This is an optimization exercise on Yosys and OpenROAD, whose aim is small area, a short achievable clock period and few clock cycles per item, not a production implementation. RTL that was checked went through simulation tests only; none was proved equivalent to the original.

== v6 ==
Design carry_norm, start of the top module:
module carry_norm (
    input  wire        clk,
    input  wire        rst,
    input  wire        in_valid,
    output reg         in_ready,
    input  wire [63:0] in_data,
    input  wire        in_last,
    output reg         out_valid,
    input  wire        out_ready,
    output wire [63:0] out_digit,
    output reg         out_last,
    output reg         out_err,
    output reg         out_topovf
);
For scale: about 2100 cells after synthesis, ~140 I/O pins.
export LEC_CHECK = 0
export ABC_AREA = 1
export CAP_MARGIN = 20
export CORE_MARGIN = 2
export CORE_UTILIZATION = 40
export SETUP_SLACK_MARGIN = 2
export SLEW_MARGIN = 20
create_clock -name core_clock -period 100.0 [get_ports {clk}]
standard.sh (not shown) runs the stock make flow with config.mk's settings and CLKGATE_MAP_FILE= SYNTH_SCRIPT=/design/flow/synth_recipe.tcl, a recipe that flattens the netlist after the stock synthesis.
==> flow/flow/run.sh <==
#!/bin/bash
# The standard layout, with a plain small buffer (buf_1) on each port
# instead of the flow's default port buffer. Everything else is unchanged.
set -euo pipefail
bash standard.sh "BUFFER_PORTS_ARGS=-buffer_cell sky130_fd_sc_hd__buf_1" finish > standard.log 2>&1
v6 | status: complete | timing, DRC, antenna: pass
Testbench counts of v6, summed over its fixed seeds: cycles 18,530, items 18,514.
Input changes introduced in v7 (baseline for comparison: v6):
diff --git a/flow/design.v b/flow/design.v
--- a/flow/design.v
+++ b/flow/design.v
@@ -20,28 +20,29 @@
     reg        cz;           
     reg        cbig;         
     reg [15:0] cs;           
     reg [63:0] c;            
     reg [6:0]  odig;         
     reg        ofull;
     reg        osf1, osf2, osf3;    
     reg        ssf;                 
+    reg        ofm;                 
     reg        sv;           
     reg [6:0]  sdig;
     reg        slast, serr, stop, sfull;
     reg [1:0]  st;           
     reg [6:0]  cnt;          
     reg [3:0]  dly;          
     reg        sgn;          
     reg        rb, stk;      
     reg        cy;           
     reg        vneg;         
     assign out_digit = {c[63:50] & {14{osf3}}, c[49:36] & {14{osf2}},
-                        c[35:22] & {14{osf1}}, c[21:7] & {15{ofull}}, odig};
+                        c[35:22] & {14{osf1}}, c[21:7] & {15{ofm}}, odig};
     wire accept  = in_valid && in_ready;
     wire rd      = out_valid && out_ready;
     wire room    = !(out_valid && sv);                   
     wire qempty  = !out_valid && !sv;
     wire fullpend = (out_valid && ofull) || (sv && sfull);
     function fast_win;                  
         input [63:0] x;
         fast_win = (x[62:52] < 11'd1022) || (!x[63] && x[62:52] <= 11'd1043);
@@ -146,30 +147,31 @@
             pop = 1'b1; wr = 1'b1; nd = d_fin;
             n_cz = 1'b0; n_cbig = 1'b1;
         end
     end
     wire n_ov   = (out_valid && !rd) || sv || wr;
     wire n_sv   = (out_valid && !rd && (sv || wr)) || (sv && wr);
     wire n_keep = v0 && !pop;            
     wire n_idle = !(start_slow || (!idle && !(add_end && (s_ovf || l0)) && !div_end));
-    wire in_win = (in_data[62:52] <= 11'd1043) &&
-                  (!in_data[63] || in_data[62:52] < 11'd1022);
+    wire [10:0] ie  = in_data[62:52];
+    wire in_win = in_data[63] ? (!ie[10] && !(&ie[9:3]))
+                              : (!ie[10] || (!(|ie[9:5]) && (!ie[4] || !(|ie[3:2]))));
+    wire rd_n  = out_ready && out_valid;
     wire room0 = !((out_valid || wr) && (out_valid && (sv || wr)));
     wire room1 = !((sv || wr) && (sv && wr));
     wire fp0   = (out_valid && ofull) || (sv && sfull) || (wr && nfull);
     wire fp1   = (sv && sfull) || (wr && nfull);
+    wire n_room = rd_n ? room1 : room0;
+    wire n_fp   = rd_n ? fp1 : fp0;
     wire czb   = n_cz || !n_cbig;
-    wire dn0   = n_idle && (n_drop || (room0 && in_win && czb && !(in_last && fp0)));
-    wire dn1   = n_idle && (n_drop || (room1 && in_win && czb && !(in_last && fp1)));
-    wire do0   = !n_keep || drain_f(1'b1, n_idle, n_drop, room0, fp0, n_cz, n_cbig, l0, f_win, f_bad);
-    wire do1   = !n_keep || drain_f(1'b1, n_idle, n_drop, room1, fp1, n_cz, n_cbig, l0, f_win, f_bad);
-    wire r0    = in_ready ? (in_valid ? dn0 : do0) : do0;
-    wire r1    = in_ready ? (in_valid ? dn1 : do1) : do1;
-    wire n_ready = (out_ready && out_valid) ? r1 : r0;
+    wire p_new = n_idle && (n_drop || (n_room && czb && !(in_last && n_fp)));
+    wire q_new = n_idle && n_drop;
+    wire r_old = !n_keep || drain_f(1'b1, n_idle, n_drop, n_room, n_fp, n_cz, n_cbig, l0, f_win, f_bad);
+    wire n_ready = (in_valid && in_ready) ? (in_win ? p_new : q_new) : r_old;
     always @(posedge clk) begin
         if (rst) begin
             v0         <= 1'b0;
             in_ready   <= 1'b1;
             drop       <= 1'b0;
             cz         <= 1'b1;
             cbig       <= 1'b0;
             st         <= S_IDLE;
@@ -189,29 +191,31 @@
                 S_RSH: if (cnt == 7'd1) st <= S_ADD;
                 S_ADD: if (add_end) st <= (s_ovf || l0) ? S_IDLE : S_DIV;
                 S_DIV: if (div_end) st <= S_IDLE;
                 default: ;
             endcase
         end
     end
     always @(posedge clk) begin
-        if (in_ready) begin
+        if (!v0 || drain) begin
             x0 <= in_data;
             l0 <= in_last;
         end
         if (rd || !out_valid) begin
             if (sv) begin
                 odig <= sdig; out_last <= slast; out_err <= serr;
                 out_topovf <= stop; ofull <= sfull;
                 osf1 <= ssf; osf2 <= ssf && slast; osf3 <= ssf && !serr;
+                ofm <= sfull && !serr;
             end else begin
                 odig <= nd; out_last <= nlast; out_err <= nerr;
                 out_topovf <= ntop; ofull <= nfull;
                 osf1 <= nsf; osf2 <= nsf && nlast; osf3 <= nsf && !nerr;
+                ofm <= nfull && !nerr;
             end
         end
         if (wr && (sv || (out_valid && !rd))) begin
             sdig <= nd; slast <= nlast; serr <= nerr; stop <= ntop; sfull <= nfull;
             ssf <= nsf;
         end
         if (drain && !drop && !f_bad) begin
             if (l0)
Going from v6 to v7, the final cell count was found to have gone up by 1.2%.
Of v7 and v6, it is v7 that has the higher simple logic cell fraction of the synthesized area.
Where first-pass GRT wire length is concerned, v6 is better than v7.
v7 against v6: die area now sits higher; via count now sits higher.
Function not checked in v7: the RTL went through the layout flow alone.

---

Setup of main:
The RTL this note starts from:
==> flow/design.v <==
module carry_norm (
    input  wire        clk,
    input  wire        rst,
    input  wire        in_valid,
    output wire        in_ready,
    input  wire [63:0] in_data,
    input  wire        in_last,
    output reg         out_valid,
    input  wire        out_ready,
    output wire [63:0] out_digit,
    output reg         out_last,
    output reg         out_err,
    output reg         out_topovf
);
    localparam [1:0] S_IDLE = 2'd0, S_RSH = 2'd1, S_ADD = 2'd2, S_DIV = 2'd3;
    reg        v0;
    reg [63:0] x0;
    reg        l0;
    reg        drop;         
    reg        cz;           
    reg        cbig;         
    reg [63:0] c;            
    reg [6:0]  odig;         
    reg        ofull;
    reg        osf1, osf2, osf3;    
    reg        ssf;                 
    reg        ofm, ofm2;           
    reg        sv;           
    reg [6:0]  sdig;
    reg        slast, serr, stop, sfull;
    reg [1:0]  st;           
    reg [6:0]  cnt;          
    reg [3:0]  dly;          
    reg        sgn;          
    reg        rb, stk;      
    reg        cy;           
    reg        vneg;         
    reg        vhi;          
    assign out_digit = {c[63:50] & {14{osf3}}, c[49:36] & {14{osf2}},
                        c[35:22] & {14{osf1}}, c[21:15] & {7{ofm}},
                        c[14:7] & {8{ofm2}}, odig};
    reg  rdy_a, rdy_b;       
    assign in_ready = rdy_a || rdy_b;
    wire accept  = in_valid && in_ready;
    wire rd      = out_valid && out_ready;
    wire room    = !(out_valid && sv);                   
    wire qempty  = !out_valid && !sv;
    wire fullpend = (out_valid && ofull) || (sv && sfull);
    wire sfpend   = (out_valid && osf2) || (sv && ssf);
    function fast_win;                  
        input [63:0] x;
        fast_win = (x[62:52] < 11'd1022) || (!x[63] && x[62:52] <= 11'd1043);
    endfunction
    function is_bad;                    
        input [63:0] x;
        is_bad = (x[62:52] == 11'd2047) || (x[62:52] > 11'd1086) ||
                 ((x[62:52] == 11'd1086) && !(x[63] && x[51:0] == 52'd0));
    endfunction
    function drain_f;
        input        v, idle, dr, rm, fp, sfp, cz_, cb, last, win, bad;
        drain_f = v && idle &&
                  (dr || (rm && (bad || (win && (cz_ || !cb) && !(last ? fp : sfp)))));
    endfunction
    wire        f_sign = x0[63];
    wire [10:0] f_exp  = x0[62:52];
    wire [52:0] f_mant = {f_exp != 11'd0, x0[51:0]};
    wire        f_tiny = (f_exp < 11'd1022);
    wire        f_win  = fast_win(x0);
    wire        f_bad  = is_bad(x0);
    wire        fast   = f_win && (cz || !cbig);
    wire        idle   = (st == S_IDLE);
    wire        drain  = drain_f(v0, idle, drop, room, fullpend, sfpend, cz, cbig, l0, f_win, f_bad);
    wire        start_slow = v0 && idle && !drop && !f_bad && !fast && qempty;
    wire [4:0]  sh5   = f_tiny ? 5'd31 : 5'd19 - f_exp[4:0];
    wire [21:0] tsh   = f_mant[52:31] >> sh5;
    wire [20:0] ip    = tsh[21:1];
    wire        rbit  = tsh[0];
    reg  [21:0] smask;
    integer k;
    always @(*)
        for (k = 0; k < 22; k = k + 1)
            smask[k] = (k <= sh5);
    wire        stkf  = (|f_mant[29:0]) || (|(f_mant[51:30] & smask));
    wire        rupf  = rbit & (stkf | ip[0]);
    wire [15:0] cadd  = cz ? 16'd0 : c[63:48];
    reg  [21:0] fv;
    reg         rc;
    integer j;
    always @(*) begin
        rc = rupf;
        for (j = 0; j < 22; j = j + 1) begin
            fv[j] = (j < 21 ? ip[j] : 1'b0) ^ (j < 16 ? cadd[j] : 1'b0) ^ rc;
            rc    = ((j < 21 ? ip[j] : 1'b0) & (j < 16 ? cadd[j] : 1'b0)) |
                    (((j < 21 ? ip[j] : 1'b0) | (j < 16 ? cadd[j] : 1'b0)) & rc);
        end
    end
    wire [15:0] fq    = fv / 22'd100;
    wire [6:0]  fr    = fv % 22'd100;
    wire        ftop  = (fv[21:7] != 15'd0) || (fv[6:0] > 7'd99);
    wire        a_bit  = ((dly == 4'd0) ? x0[0] : 1'b0) ^ sgn;
    wire        b_bit  = cz ? 1'b0 : cbig ? c[0] : (cnt[6:4] == 3'd0) && c[48];
    wire        rup_s  = rb & (stk | x0[0]);
    wire        c_in   = (cnt == 7'd0) ? (rup_s ^ sgn) : cy;
    wire        s_bit  = a_bit ^ b_bit ^ c_in;
    wire        s_cy   = (a_bit & b_bit) | (a_bit & c_in) | (b_bit & c_in);
    wire        s_64   = sgn ^ (cbig & b_bit) ^ s_cy;    
    wire        s_ovf  = (s_64 != s_bit);
    wire [63:0] vfin   = {s_bit, c[63:1]};
    wire        vtop   = vfin[63] || vhi || (vfin[6:0] > 7'd99);
    wire [7:0]  d_t    = {(cnt == 7'd0) ? 7'd0 : odig, c[63] ^ vneg};    
    wire        d_ge   = (d_t >= 8'd100);
    wire [7:0]  d_r    = d_ge ? d_t - 8'd100 : d_t;
    wire [6:0]  d_fin  = vneg ? 7'd99 - d_r[6:0] : d_r[6:0];
    wire        add_end = (st == S_ADD) && (cnt == 7'd63);
    wire        div_end = (st == S_DIV) && (cnt == 7'd63);
    reg         wr;                      
    reg  [6:0]  nd;
    reg         nlast, nerr, ntop, nfull, nsf;
    reg         pop;                     
    reg         n_drop, n_cz, n_cbig;
    always @(*) begin
        wr = 1'b0; nd = 7'd0; nlast = 1'b0; nerr = 1'b0; ntop = 1'b0; nfull = 1'b0;
        nsf = 1'b0;
        pop = 1'b0;
        n_drop = drop; n_cz = cz; n_cbig = cbig;
        if (drain) begin
            pop = 1'b1;
            if (drop) begin
                if (l0) n_drop = 1'b0;
            end else if (f_bad) begin
                wr = 1'b1; nerr = 1'b1; nlast = 1'b1;
                n_cz = 1'b1; n_cbig = 1'b0; n_drop = !l0;
            end else begin
                wr = 1'b1; nlast = l0; nfull = l0; ntop = l0 && ftop;
                nd = l0 ? fv[6:0] : fr;
                n_cz = l0; n_cbig = 1'b0;
            end
        end
        if (add_end) begin
            if (s_ovf) begin
                pop = 1'b1; wr = 1'b1; nerr = 1'b1; nlast = 1'b1;
                n_cz = 1'b1; n_cbig = 1'b0; n_drop = !l0;
            end else if (l0) begin
                pop = 1'b1; wr = 1'b1; nlast = 1'b1; nfull = 1'b1; ntop = vtop;
                nsf = 1'b1;
                nd = vfin[6:0];
                n_cz = 1'b1; n_cbig = 1'b0;
            end
        end
        if (div_end) begin
            pop = 1'b1; wr = 1'b1; nd = d_fin;
            n_cz = 1'b0; n_cbig = 1'b1;
        end
    end
    wire n_ov   = (out_valid && !rd) || sv || wr;
    wire n_sv   = (out_valid && !rd && (sv || wr)) || (sv && wr);
    wire n_keep = v0 && !pop;            
    wire n_idle = !(start_slow || (!idle && !(add_end && (s_ovf || l0)) && !div_end));
    wire [10:0] ie  = in_data[62:52];
    wire in_win = in_data[63] ? (!ie[10] && !(&ie[9:3]))
                              : (!ie[10] || (!(|ie[9:5]) && (!ie[4] || !(|ie[3:2]))));
    wire rd_n  = out_ready && out_valid;
    wire room0 = !((out_valid || wr) && (out_valid && (sv || wr)));
    wire room1 = !((sv || wr) && (sv && wr));
    wire fp0   = (out_valid && ofull) || (sv && sfull) || (wr && nfull);
    wire fp1   = (sv && sfull) || (wr && nfull);
    wire n_room = rd_n ? room1 : room0;
    wire n_fp   = rd_n ? fp1 : fp0;
    wire sfp0  = (out_valid && osf2) || (sv && ssf) || (wr && nsf);
    wire sfp1  = (sv && ssf) || (wr && nsf);
    wire n_sfp = rd_n ? sfp1 : sfp0;
    wire czb   = n_cz || !n_cbig;
    wire p_new = n_idle && (n_drop || (n_room && czb && !(in_last ? n_fp : n_sfp)));
    wire q_new = n_idle && n_drop;
    wire r_old = !n_keep || drain_f(1'b1, n_idle, n_drop, n_room, n_fp, n_sfp, n_cz, n_cbig, l0, f_win, f_bad);
    wire n_rdy_a = accept && in_win && p_new;
    wire n_rdy_b = accept ? q_new : r_old;
    always @(posedge clk) begin
        if (rst) begin
            v0         <= 1'b0;
            rdy_a      <= 1'b0;
            rdy_b      <= 1'b1;
            drop       <= 1'b0;
            cz         <= 1'b1;
            cbig       <= 1'b0;
            st         <= S_IDLE;
            out_valid  <= 1'b0;
            sv         <= 1'b0;
        end else begin
            v0        <= accept || n_keep;
            rdy_a     <= n_rdy_a;
            rdy_b     <= n_rdy_b;
            drop      <= n_drop;
            cz        <= n_cz;
            cbig      <= n_cbig;
            out_valid <= n_ov;
            sv        <= n_sv;
            if (start_slow)
                st <= (f_exp >= 11'd1075) ? S_ADD : S_RSH;
            case (st)
                S_RSH: if (cnt == 7'd1) st <= S_ADD;
                S_ADD: if (add_end) st <= (s_ovf || l0) ? S_IDLE : S_DIV;
                S_DIV: if (div_end) st <= S_IDLE;
                default: ;
            endcase
        end
    end
    always @(posedge clk) begin
        if (!v0 || drain) begin
            x0 <= in_data;
            l0 <= in_last;
        end
        if (rd || !out_valid) begin
            if (sv) begin
                odig <= sdig; out_last <= slast; out_err <= serr;
                out_topovf <= stop; ofull <= sfull;
                osf1 <= ssf; osf2 <= ssf && slast; osf3 <= ssf && !serr;
                ofm <= sfull && !serr; ofm2 <= sfull && (slast || stop);
            end else begin
                odig <= nd; out_last <= nlast; out_err <= nerr;
                out_topovf <= ntop; ofull <= nfull;
                osf1 <= nsf; osf2 <= nsf && nlast; osf3 <= nsf && !nerr;
                ofm <= nfull && !nerr; ofm2 <= nfull && (nlast || ntop);
            end
        end
        if (wr) begin
            sdig <= nd; slast <= nlast; serr <= nerr; stop <= ntop; sfull <= nfull;
            ssf <= nsf;
        end
        if (drain && !drop && !f_bad) begin
            if (l0)
                c[21:0] <= fv;
            else
                c[63:48] <= fq;
        end
        if (start_slow) begin
            x0[63:52] <= {11'd0, f_exp != 11'd0};
            sgn       <= f_sign;
            rb        <= 1'b0;
            stk       <= 1'b0;
            cnt       <= 7'd0;
            if (f_exp >= 11'd1075) begin
                dly <= f_exp[3:0] - 4'd3;                     
            end else begin
                dly <= 4'd0;
                cnt <= f_tiny ? 7'd54 : 7'd51 - f_exp[6:0];  
            end
        end
        case (st)
            S_RSH: begin
                stk <= stk | rb;
                rb  <= x0[0];
                x0  <= {1'b0, x0[63:1]};
                cnt <= cnt - 7'd1;
            end
            S_ADD: begin
                if (dly == 4'd0)
                    x0 <= {1'b0, x0[63:1]};
                else
                    dly <= dly - 4'd1;
                c    <= vfin;
                cy   <= s_cy;
                cnt  <= add_end ? 7'd0 : cnt + 7'd1;
                vneg <= s_bit;
                vhi  <= (cnt == 7'd0) ? 1'b0 :
                        vhi || (s_bit && ((cnt[5:3] != 3'd0) || (cnt[2:0] == 3'd7)) && (cnt != 7'd63));
            end
            S_DIV: begin
                c   <= {c[62:0], d_ge ^ vneg};
                if (!div_end)
                    odig <= d_r[6:0];
                cnt <= cnt + 7'd1;
            end
            default: ;
        endcase
    end
endmodule
Settings: LEC_CHECK=0, ABC_AREA=1, CAP_MARGIN=20, CORE_MARGIN=2, CORE_UTILIZATION=40, SETUP_SLACK_MARGIN=2, SLEW_MARGIN=20; clock period 100.0 ns.
Scripts as last shown in full above: flow/flow/run.sh
Testbench counts of main, summed over its fixed seeds: cycles 18,530, items 18,514.
Modified inputs, the feature branch compared to main
--- a/flow/design.v
+++ b/flow/design.v
@@ -3,5 +3,5 @@
     input  wire        rst,
     input  wire        in_valid,
-    output wire        in_ready,
+    output reg         in_ready,
     input  wire [63:0] in_data,
     input  wire        in_last,
@@ -36,10 +36,7 @@
     reg        cy;           
     reg        vneg;         
-    reg        vhi;          
     assign out_digit = {c[63:50] & {14{osf3}}, c[49:36] & {14{osf2}},
                         c[35:22] & {14{osf1}}, c[21:15] & {7{ofm}},
                         c[14:7] & {8{ofm2}}, odig};
-    reg  rdy_a, rdy_b;       
-    assign in_ready = rdy_a || rdy_b;
     wire accept  = in_valid && in_ready;
     wire rd      = out_valid && out_ready;
@@ -72,8 +69,8 @@
     wire        drain  = drain_f(v0, idle, drop, room, fullpend, sfpend, cz, cbig, l0, f_win, f_bad);
     wire        start_slow = v0 && idle && !drop && !f_bad && !fast && qempty;
-    wire [4:0]  sh5   = f_tiny ? 5'd31 : 5'd19 - f_exp[4:0];
+    wire [4:0]  sh5   = 5'd19 - f_exp[4:0];             
     wire [21:0] tsh   = f_mant[52:31] >> sh5;
-    wire [20:0] ip    = tsh[21:1];
-    wire        rbit  = tsh[0];
+    wire [20:0] ip    = f_tiny ? 21'd0 : tsh[21:1];
+    wire        rbit  = !f_tiny && tsh[0];
     reg  [21:0] smask;
     integer k;
@@ -107,5 +104,5 @@
     wire        s_ovf  = (s_64 != s_bit);
     wire [63:0] vfin   = {s_bit, c[63:1]};
-    wire        vtop   = vfin[63] || vhi || (vfin[6:0] > 7'd99);
+    wire        vtop   = vfin[63] || (|vfin[62:7]) || (vfin[6:0] > 7'd99);
     wire [7:0]  d_t    = {(cnt == 7'd0) ? 7'd0 : odig, c[63] ^ vneg};    
     wire        d_ge   = (d_t >= 8'd100);
@@ -174,11 +171,9 @@
     wire q_new = n_idle && n_drop;
     wire r_old = !n_keep || drain_f(1'b1, n_idle, n_drop, n_room, n_fp, n_sfp, n_cz, n_cbig, l0, f_win, f_bad);
-    wire n_rdy_a = accept && in_win && p_new;
-    wire n_rdy_b = accept ? q_new : r_old;
+    wire n_ready = (in_valid && in_ready) ? (in_win ? p_new : q_new) : r_old;
     always @(posedge clk) begin
         if (rst) begin
             v0         <= 1'b0;
-            rdy_a      <= 1'b0;
-            rdy_b      <= 1'b1;
+            in_ready   <= 1'b1;
             drop       <= 1'b0;
             cz         <= 1'b1;
@@ -189,6 +184,5 @@
         end else begin
             v0        <= accept || n_keep;
-            rdy_a     <= n_rdy_a;
-            rdy_b     <= n_rdy_b;
+            in_ready  <= n_ready;
             drop      <= n_drop;
             cz        <= n_cz;
@@ -263,6 +257,4 @@
                 cnt  <= add_end ? 7'd0 : cnt + 7'd1;
                 vneg <= s_bit;
-                vhi  <= (cnt == 7'd0) ? 1'b0 :
-                        vhi || (s_bit && ((cnt[5:3] != 3'd0) || (cnt[2:0] == 3'd7)) && (cnt != 7'd63));
             end
             S_DIV: begin
## What came out
Going from main to the feature branch, met2 wire length grows by 410 um. The fmax number comes out lower for the feature branch vs main. Between main and the feature branch, the difference in share of the cycle needed by the critical path after routing is negligible. Per the comparison of the feature branch with main, time the worst path needs with I/O delays and setup now larger; logic depth of the worst register-to-register path dropped about 6.4%; wire length of the first global-routing pass +4.5%. | routed wire length | higher: the feature branch |. The feature branch went all the way through the flow, and no timing, DRC or antenna check failed. Between main and the feature branch, the final weighted congestion in routability-driven placement is higher for the feature branch.
Testbench counts of the feature branch, summed over its fixed seeds: cycles 18,530, items 18,514.

-- what the ideal ports hide --
The flow's constraints put no driver on any port. The routed layouts listed below were extracted and timed again, unchanged, in two steps. Step 1 assumes that a clkbuf_16 drives the clock port and a buf_2 every other input. Step 2 adds t to the input delays and takes it off the output delays; t is the mean of the earliest and latest rising clock arrival at the registers after step 1. Input paths then give back, and output paths get back, about the clock's delay inside the block. Three values: ideal ports, drivers, drivers and shift; two values: the first two.
run | shift t [ns] | setup WS [ns] | hold WS [ns] | worst setup path at the end | worst data-port slew with drivers (ns)
v6 | 0.506 | 78.275 / 78.226 / 78.353 | 0.476 / 0.476 / 0.476 | input to register | 0.06
v7 | 0.500 | 78.323 / 78.274 / 78.540 | 0.476 / 0.476 / 0.476 | input to register | 0.05
main | 0.511 | 78.447 / 78.395 / 78.322 | 0.465 / 0.465 / 0.465 | input to register | 0.04
the feature branch | 0.493 | 78.297 / 78.325 / 77.832 | 0.455 / 0.455 / 0.455 | input to register | 0.05
After both steps every run listed still meets setup and hold. For the feature branch, which loses most, drivers alone change the setup slack by +0.028 ns; drivers and shift together by -0.465 ns.
